What follows belongs to an exercise in optimizing a design on an open flow for small area, a short achievable clock period and few clock cycles per item; a production flow would make more cautious choices. In this exercise RTL edits were held to simulation tests only and were not proved equivalent to the original. No activity file was given, so power comes from the tool's default toggle rates.

Setup of rev 12:
Design pcmon_top, start of the top module:
module pcmon_top (
    input  wire       clk,
    input  wire       rst_n,        
    input  wire       rst_in_n,     
    input  wire       rx_valid,
    input  wire       rx_err,
    input  wire [7:0] rx_data,
    output wire       rx_ready,
    output reg  [7:0] duty1,
    output reg  [7:0] duty2,
    output reg  [7:0] duty3,
    output reg  [7:0] duty4,
    output reg        net_tx,
    output reg        net_rx,
    output reg        act,
    output wire       busy,
    output wire       pix_valid,
    output wire [6:0] pix_x,
    output wire [5:0] pix_y,
    output wire       pix_on,
    output wire       pix_flush,
    input  wire       pix_ready
);
clock: 7.5 ns
lec_check: 0
cap_margin: 20
core_margin: 2
core_utilization: 40
setup_slack_margin: 4.3
slew_margin: 20
standard.sh (not shown) runs the stock make flow with config.mk's settings and CLKGATE_MAP_FILE= SYNTH_SCRIPT=/design/flow/synth_recipe.tcl, a recipe that flattens the netlist after the stock synthesis.
==> flow/flow/run.sh <==
#!/bin/bash
# The standard layout, with every port buffered by a plain sky130 buffer
# (buf_1) instead of the delay buffer buffer_ports picks by itself, and a
# clock tree of clkbuf_4/clkbuf_8 cells without dummy loads.
set -euo pipefail
export BUFFER_PORTS_ARGS="-buffer_cell sky130_fd_sc_hd__buf_1"
export CTS_ARGS="-buf_list {sky130_fd_sc_hd__clkbuf_8 sky130_fd_sc_hd__clkbuf_16} -root_buf sky130_fd_sc_hd__clkbuf_16 -repair_clock_nets -dont_use_dummy_load -distance_between_buffers 100"
bash standard.sh > standard.log 2>&1
Testbench counts of rev 12, summed over its fixed seeds: cycles 133,748, frames 384.
Edits applied to the flow inputs when going from rev 12 to rev 13:
--- a/flow/flow/run.sh
+++ b/flow/flow/run.sh
@@ -5,4 +5,4 @@
 set -euo pipefail
 export BUFFER_PORTS_ARGS="-buffer_cell sky130_fd_sc_hd__buf_1"
-export CTS_ARGS="-buf_list {sky130_fd_sc_hd__clkbuf_8 sky130_fd_sc_hd__clkbuf_16} -root_buf sky130_fd_sc_hd__clkbuf_16 -repair_clock_nets -dont_use_dummy_load -distance_between_buffers 100"
+export CTS_ARGS="-sink_clustering_enable -repair_clock_nets -sink_clustering_size 30 -sink_clustering_max_diameter 100 -buf_list {sky130_fd_sc_hd__clkbuf_8} -root_buf sky130_fd_sc_hd__clkbuf_8 -dont_use_dummy_load"
 bash standard.sh > standard.log 2>&1
--- outcome ---
The final reports for rev 13 and rev 12 show final standard cell area without fillers lower in the former. Rev 12 → rev 13: number of setup violations in the final report shows no meaningful change; cell area after synthesis now sits at about the same level. When rev 13 is measured against rev 12, its hold slack turns out 0.0033 ns lower.

========
Another version of the RTL of pcmon_top (not shown whole).
For scale: ~700 cells after synthesis, ~170 flip-flops.
## pcmon_top
module pcmon_top (
    input  wire       clk,
    input  wire       rst_n,        
    input  wire       rst_in_n,     
    input  wire       rx_valid,
    input  wire       rx_err,
    input  wire [7:0] rx_data,
    output wire       rx_ready,
    output reg  [7:0] duty1,
    output reg  [7:0] duty2,
    output reg  [7:0] duty3,
    output reg  [7:0] duty4,
    output reg        net_tx,
    output reg        net_rx,
    output reg        act,
    output wire       busy,
    output wire       pix_valid,
    output wire [6:0] pix_x,
    output wire [5:0] pix_y,
    output wire       pix_on,
    output wire       pix_flush,
    input  wire       pix_ready
);
clock: 7.5 ns
lec_check: 0
cap_margin: 5
core_margin: 2
core_utilization: 40
setup_slack_margin: 4.3
slew_margin: 5
==> flow/flow/run.sh <==
#!/bin/bash
# The standard layout, with every port buffered by a plain sky130 buffer
# (buf_1) instead of the delay buffer buffer_ports picks by itself, and a
# clock tree of clkbuf_4/clkbuf_8 cells without dummy loads.
set -euo pipefail
export BUFFER_PORTS_ARGS="-buffer_cell sky130_fd_sc_hd__buf_1"
export CTS_ARGS="-sink_clustering_enable -repair_clock_nets -sink_clustering_size 30 -sink_clustering_max_diameter 100 -buf_list {sky130_fd_sc_hd__clkbuf_8} -root_buf sky130_fd_sc_hd__clkbuf_8 -dont_use_dummy_load"
bash standard.sh > standard.log 2>&1
Testbench counts at the start, summed over its fixed seeds: cycles 133,748, frames 384.
Next try:
Settings changed: CAP_MARGIN 5 to 20, CTS_BUF_LIST set to sky130_fd_sc_hd__clkbuf_4 sky130_fd_sc_hd__clkbuf_8, CTS_CLUSTER_SIZE set to 40, SLEW_MARGIN 5 to 20.
The changed run finished with timing, DRC and antenna clean.
Wire length does not change.
Area after synthesis stays the same.
Register-to-register slack barely changes.
Design area stays the same.
Power stays the same.
Global-route usage is unchanged.
Count of clock-buffer cells in the layout does not change.
Cell count does not change.
Synthesized cell count stays the same.
Critical path depth stays the same.

========
## alpha
Starting RTL as in the previous note.
Settings: LEC_CHECK=0, CAP_MARGIN=20, CORE_MARGIN=2, CORE_UTILIZATION=40, SETUP_SLACK_MARGIN=4.15, SLEW_MARGIN=20; clock period 7.5 ns.
Scripts as last shown in full above: flow/flow/run.sh
alpha finished every step from synthesis to the final layout, and the layout passed the timing, DRC and antenna checks.
Testbench counts of alpha, summed over its fixed seeds: cycles 133,748, frames 384.
Here is what was changed in the inputs of beta compared with alpha.
- CTS_BUF_LIST: unset -> sky130_fd_sc_hd__clkbuf_4 sky130_fd_sc_hd__clkbuf_8
- CTS_CLUSTER_SIZE: unset -> 40
- SETUP_SLACK_MARGIN: 4.15 -> 4.3
==> flow/flow/run.sh <==
#!/bin/bash
# The standard layout, with every port buffered by a plain sky130 buffer
# (buf_1) instead of the delay buffer buffer_ports picks by itself, and a
# clock tree of clkbuf_4/clkbuf_8 cells without dummy loads.
set -euo pipefail
export BUFFER_PORTS_ARGS="-buffer_cell sky130_fd_sc_hd__buf_1"
export CTS_ARGS="-sink_clustering_enable -repair_clock_nets -sink_clustering_size 25 -sink_clustering_max_diameter 60 -buf_list {sky130_fd_sc_hd__clkbuf_4 sky130_fd_sc_hd__clkbuf_8} -root_buf sky130_fd_sc_hd__clkbuf_8 -dont_use_dummy_load"
bash standard.sh > standard.log 2>&1
The wire length of beta exceeds that of alpha by 180 um.
As far as clock power is concerned, beta and alpha perform about the same.
As far as area of the die goes, alpha and beta are indistinguishable; the numbers are identical.
met1 usage in global routing ended up 0.54 points higher on beta than on alpha.
Diff alpha -> beta: gate count of the mapped netlist saw little to no change, number of inverters outside the clock class in the layout saw little to no change, setup slack after placement saw an increase, actual transition at the worst max-transition pin saw little to no change.
The setup slack of the critical path after layout of beta exceeds that of alpha by 0.0098 ns.

========
Setup of run a:
pcmon_top with an RTL version that a note above also has.
For scale: roughly 160 flip-flops, roughly 0.0071 mm² of cells after synthesis.
Settings: LEC_CHECK=0, CAP_MARGIN=20, CORE_MARGIN=2, CORE_UTILIZATION=50, SETUP_SLACK_MARGIN=4.3, SLEW_MARGIN=20; clock period 7.5 ns.
==> flow/flow/run.sh <==
#!/bin/bash
# The standard layout, with every port buffered by a plain sky130 buffer
# (buf_1) instead of the delay buffer buffer_ports picks by itself, and a
# clock tree of clkbuf_4/clkbuf_8 cells without dummy loads.
set -euo pipefail
export BUFFER_PORTS_ARGS="-buffer_cell sky130_fd_sc_hd__buf_1"
export CTS_ARGS="-sink_clustering_enable -repair_clock_nets -sink_clustering_size 30 -sink_clustering_max_diameter 100 -buf_list {sky130_fd_sc_hd__clkbuf_8} -root_buf sky130_fd_sc_hd__clkbuf_8 -dont_use_dummy_load"
bash standard.sh > standard.log 2>&1
Testbench counts of run a, summed over its fixed seeds: cycles 133,748, frames 384.
Modified inputs, run b compared to run a
# run a
export LEC_CHECK = 0
export CAP_MARGIN = 20
export CORE_MARGIN = 2
export CORE_UTILIZATION = 50
export SETUP_SLACK_MARGIN = 4.3
export SLEW_MARGIN = 20
create_clock -name core_clock -period 7.5 [get_ports {clk}]
# run b
export LEC_CHECK = 0
export CAP_MARGIN = 20
export CORE_MARGIN = 2
export CORE_UTILIZATION = 40
export SETUP_SLACK_MARGIN = 4.3
export SLEW_MARGIN = 20
create_clock -name core_clock -period 7.5 [get_ports {clk}]
==> flow/flow/run.sh <==
#!/bin/bash
# The standard layout, with every port buffered by a plain sky130 buffer
# (buf_1) instead of the delay buffer buffer_ports picks by itself, and a
# clock tree of clkbuf_4/clkbuf_8 cells without dummy loads.
set -euo pipefail
export BUFFER_PORTS_ARGS="-buffer_cell sky130_fd_sc_hd__buf_1"
export CTS_ARGS="-sink_clustering_enable -sink_clustering_size 24 -sink_clustering_max_diameter 150 -sink_clustering_levels 1 -buf_list {sky130_fd_sc_hd__clkbuf_8} -root_buf sky130_fd_sc_hd__clkbuf_8 -repair_clock_nets -dont_use_dummy_load"
bash standard.sh > standard.log 2>&1
### Flow results
Status: portion of the clock cycle consumed by the worst path in the final layout parity (run b, run a)
Summary of run b over run a: internal power ~0 delta, placer congestion estimate -3.5%.
Run b completed; timing, DRC and antenna clean

port drivers added, routing unchanged:
Ports are ideal in the flow. The routed layouts listed here were re-timed in OpenROAD. Step 1 (the two cells are an assumption about what drives the block):
set clk [get_ports {clk}]
set_driving_cell -lib_cell sky130_fd_sc_hd__clkbuf_16 $clk
set_driving_cell -lib_cell sky130_fd_sc_hd__buf_2 [delete_from_list [all_inputs] $clk]
Step 2, shift: input delay + t, output delay - t, t = (earliest + latest rising clock arrival at the registers) / 2. This alone moves slack from input paths to output paths. a / b / c = no drivers / after step 1 / after step 2; a / b = the first two.
run	t (ns)	slack for setup (ns)	worst hold slack (ns)
rev 12	0.468	4.195 / 4.156 / 3.957	0.406 / 0.406 / 0.406
rev 13	0.479	4.191 / 4.152 / 3.955	0.402 / 0.402 / 0.402
the first run of note 2	0.484	4.147 / 4.107 / 3.947	0.400 / 0.400 / 0.400
the second run of note 2	0.484	4.147 / 4.107 / 3.947	0.400 / 0.400 / 0.400
alpha	0.475	4.137 / 4.097 / 3.944	0.397 / 0.397 / 0.397
beta	0.484	4.147 / 4.107 / 3.947	0.400 / 0.400 / 0.400
run a	0.471	4.185 / 4.147 / 3.946	0.401 / 0.401 / 0.401
run b	0.479	4.191 / 4.152 / 3.955	0.402 / 0.402 / 0.402
After both steps setup and hold are still met in every run listed. For run a, which loses most, drivers alone change the setup slack by -0.038 ns; drivers and shift together by -0.239 ns.
